From an optimization exercise on the open Yosys and OpenROAD flow, aimed at small area, a short achievable clock period and few clock cycles; shortcuts taken in it are not production practice.
In this exercise RTL edits were held to simulation tests only and were not proved equivalent to the original.

Setup of run 1:
==> flow/design.v (excerpt) <==
module dither_core (
    input  wire        clk,
    input  wire        rst,           
    input  wire        start,         
    input  wire [1:0]  op,            
    input  wire [15:0] width,
    input  wire [15:0] height,
    input  wire [15:0] stride,
    input  wire [15:0] src_base,
    input  wire [15:0] dbuf_base,
    input  wire [7:0]  qstep,
    input  wire        dout,
    output reg         busy,
    output reg         done,          
    output reg  [2:0]  err_code,      
    output reg         mem_req,
    output reg         mem_we,
    output reg  [15:0] mem_addr,
    output reg  [7:0]  mem_wdata,
    input  wire [7:0]  mem_rdata
);
clock: 30.0 ns
lec_check: 0
cap_margin: 20
core_margin: 2
core_utilization: 40
slew_margin: 20
standard.sh (not shown) runs the stock make flow with config.mk's settings and CLKGATE_MAP_FILE= SYNTH_SCRIPT=/design/flow/synth_recipe.tcl, a recipe that flattens the netlist after the stock synthesis.
==> flow/flow/run.sh <==
#!/bin/bash
# The standard layout, with every input and output port buffered by a
# sky130_fd_sc_hd__buf_2 instead of the delay buffer buffer_ports picks by
# default.  Each tool's output stays in orfs/logs; make's own output goes to
# standard.log.
set -euo pipefail
export BUFFER_PORTS_ARGS="-buffer_cell sky130_fd_sc_hd__buf_2"
bash standard.sh > standard.log 2>&1
Testbench counts of run 1, summed over its fixed seeds: cycles 97,441.
Edits applied to the flow inputs when going from run 1 to run 2:
diff --git a/flow/design.v b/flow/design.v
--- a/flow/design.v
+++ b/flow/design.v
@@ -515,36 +515,39 @@
     dc_luma_b u_luma_b (.g(ob), .th(qq[6:0]), .tc(b2[2:0]), .k(luma_k));
     wire [2:0]  cube_l;
     wire [4:0]  cube_m;
     wire [5:0]  gray_m;
     wire        gray_far;
     dc_cube u_cube (.x(xb), .l(cube_l), .m(cube_m));
     dc_gray u_gray (.x(xb), .k(gkr), .m6(gray_m), .far(gray_far));
-    reg  [13:0] ddr;          
-    wire [5:0]  gdr  = t7s[5:0];    
-    wire        gfar = t7s[6];      
-    wire [2:0]  clr  = nq[7:5];     
-    wire [4:0]  cmr  = nq[4:0];     
+    reg  [10:0] dcr;          
+    reg  [12:0] dgr;          
+    reg  [5:0]  gdr;          
+    reg         gfar;         
+    reg  [2:0]  clr;          
+    reg  [4:0]  cmr;          
     wire [11:0] gsq     = gdr * gdr;
     wire [9:0]  csq     = cmr * cmr;
     reg  [7:0]  cw;
     always @(*) begin
         case (ph)
             2'd3:    cw = {3'd0, clr, 2'b00} + {clr, 5'b00000};       
             2'd0:    cw = {4'd0, clr, 1'b0} + {3'd0, clr, 2'b00};     
             default: cw = {5'd0, clr};                                
         endcase
     end
-    wire [13:0] dd_n    = ((ph == 2'd3) ? 14'd0 : ddr) + {2'b00, gsq} - {4'b0000, csq};
+    wire [10:0] dc_n    = ((ph == 2'd3) ? 11'd0 : dcr) + {1'b0, csq};
     wire [7:0]  ci_n    = ((ph == 2'd3) ? 8'd16 : e) + cw;
+    wire [12:0] dg_n    = ((ph == 2'd3) ? 13'd0 : dgr) + {1'b0, gsq};
     wire        near_n  = ((ph == 2'd3) | near) & ~gfar;
-    wire        gray_win = near && ddr[13];
+    wire        gray_win = near && (dgr < {2'b00, dcr});
     wire       es   = e[7];
     wire [6:0] em   = e[6:0];
-    wire [9:0] em35 = (ph[0] ? {1'b0, em, 2'b00} : {2'b00, em, 1'b0}) + {3'b000, em};
+    wire [9:0] em5  = {1'b0, em, 2'b00} + {3'b000, em};
+    wire [8:0] em3  = {1'b0, em, 1'b0} + {2'b00, em};
     function [7:0] satadd;
         input [7:0] x;
         input       neg;
         input [5:0] t;
         reg   [9:0] s;
         begin
             s = {2'b00, x} + ({4'b0000, t} ^ {10{neg}}) + {9'd0, neg};
@@ -560,24 +563,17 @@
     wire m1  = a1;
     wire m5  = (cl[1] & ~pw2) | rb0;
     wire m3  = ((cl == 2'd3) & ~pw2) | rb0;
     wire wb  = ((cl == 2'd3) & ~lastrow) | rb0 | rb1;
     wire [6:0] t7u  = m7 ? t7s : 7'd0;
     wire [9:0] olds = {2'b00, curv} + {{3{t7u[6]}}, t7u};
     wire [7:0] old  = olds[9] ? 8'd0 : (olds[8] ? 8'd255 : olds[7:0]);
-    reg  [7:0] sa_x;
-    reg  [5:0] sa_t;
-    always @(*) begin
-        case (ph)
-            2'd0:    begin sa_x = b2; sa_t = m3 ? {1'b0, em35[8:4]} : 6'd0; end
-            2'd1:    begin sa_x = b1; sa_t = m5 ? em35[9:4] : 6'd0;         end
-            default: begin sa_x = ob; sa_t = m1 ? {3'b000, em[6:4]} : 6'd0; end
-        endcase
-    end
-    wire [7:0] nbw  = satadd(sa_x, es, sa_t);
+    wire [7:0] nb2w = satadd(b2,   es, m3 ? {1'b0, em3[8:4]} : 6'd0);
+    wire [7:0] nb2  = satadd(b1,   es, m5 ? em5[9:4] : 6'd0);
+    wire [7:0] nb1  = satadd(ob,   es, m1 ? {3'b000, em[6:4]} : 6'd0);
     wire [2:0] d0_q, d0_r;
     dc_div3 u_div3 (.x(old[7:5]), .n(nq), .q(d0_q), .r(d0_r));
     wire [8:0] d1_t = {5'd0, d0_r, old[4]};
     wire [9:0] d1_s = {1'b0, d1_t} - {2'b00, nq};
     wire       d1_q = ~d1_s[9];
     wire [7:0] d1_r = d1_s[9] ? d1_t[7:0] : d1_s[7:0];
     reg  [1:0] dv_bits;
@@ -861,15 +857,15 @@
                 default: cc <= 16'd0;
             endcase
         end
         if (wd_en) begin
             case (wd_sel)
                 2'd0:    mem_wdata <= (state == S_MAP) ? e : mem_rdata;
                 2'd1:    mem_wdata <= gray_idx;
-                2'd2:    mem_wdata <= nbw;
+                2'd2:    mem_wdata <= nb2w;
                 default: mem_wdata <= out_n;
             endcase
         end
         if (idle)                              first <= 1'b1;
         else if (state == S_LOOP)                first <= 1'b0;
         else if (state == S_CMP)                 first <= ov1 | pa_sum[17];
         else if (state == S_EVAL)                first <= 1'b1;
@@ -895,20 +891,20 @@
                 if (cl != 2'd3) cl <= cl + 2'd1;
                 if (row_full)   pw <= 1'b1;
                 if (pw)         pw2 <= 1'b1;
             end
         end
         if (state == S_DTH) begin
             case (ph)
-                2'd0: curv <= old;
-                2'd1: b2   <= nbw;
-                2'd2: begin
-                    b1 <= nbw;
-                    ob <= mem_rdata;
+                2'd0: begin
+                    curv <= old;
+                    b2   <= nb2;
+                    b1   <= nb1;
                 end
+                2'd2: ob <= mem_rdata;
                 2'd3: begin
                     curv <= mem_rdata;
                     e    <= {up, err_m};
                     t7s  <= t7n;
                 end
                 default: ;
             endcase
@@ -920,19 +916,22 @@
                 2'd1, 2'd2: begin
                     rq <= dv_r;
                     qq <= {qq[5:0], dv_q};
                 end
                 default: ;
             endcase
         end else if (state == S_MAP) begin
-            t7s  <= {gray_far, gray_m};
-            nq   <= {cube_l, cube_m};
+            gdr  <= gray_m;
+            gfar <= gray_far;
+            clr  <= cube_l;
+            cmr  <= cube_m;
             if (ph != 2'd2) begin
-                ddr <= dd_n;
+                dcr <= dc_n;
                 e   <= ci_n;
+                dgr  <= dg_n;
                 near <= near_n;
             end
             case (ph)
                 2'd0: begin
                     qq[6:0] <= luma_th;
                     b2[2:0] <= luma_tc;
                 end
--- outcome ---
Per the final summary, run 1 finished and its layout is clean on timing, DRC and antenna.
Run 2 closes out successfully: all stages finished, all timing, DRC and antenna checks passed.
Taking run 1 as the reference, in run 2 synthesized area shows an increase of 6.0%; register fraction of the total cell area shows an increase of 1.1 points; initial detailed-routing violation count shows a reduction of 12%; fraction of the cycle the final worst path needs shows a reduction of 0.24 points.
Diff run 1 -> run 2 | final critical path time including I/O delays and setup | decrease of 0.072 ns
Lower area fraction of clock buffers and clock inverters was reported by run 1, not run 2.
Testbench counts of run 2, summed over its fixed seeds: cycles 97,441.

## static timing again, ports no longer ideal
In the flow no input, the clock included, has a driving cell. The finished layouts below were timed again as built, in two steps.
Step 1, drivers: a clkbuf_16 drives clk and a buf_2 each remaining input, both assumed.
Step 2 times the ports against the registers' clock, not the clock port: input delays grow and output delays shrink by t, the midpoint of the rising clock arrivals with the driver on.
Slacks: ideal ports / drivers / drivers and shift; pairs: ideal ports / drivers.
run	shift t [ns]	setup WS [ns]	latest minus earliest clock arrival (ns)	worst slew at a driven data input, ns
run 1	0.661	22.602 / 22.538 / 22.863	0.050 / 0.050	0.10
run 2	0.633	22.674 / 22.609 / 22.549	0.049 / 0.049	0.10
After both steps every run listed still meets setup and hold. The setup slack of run 2, which loses most, moves by -0.065 ns with the drivers and by -0.125 ns with both steps.
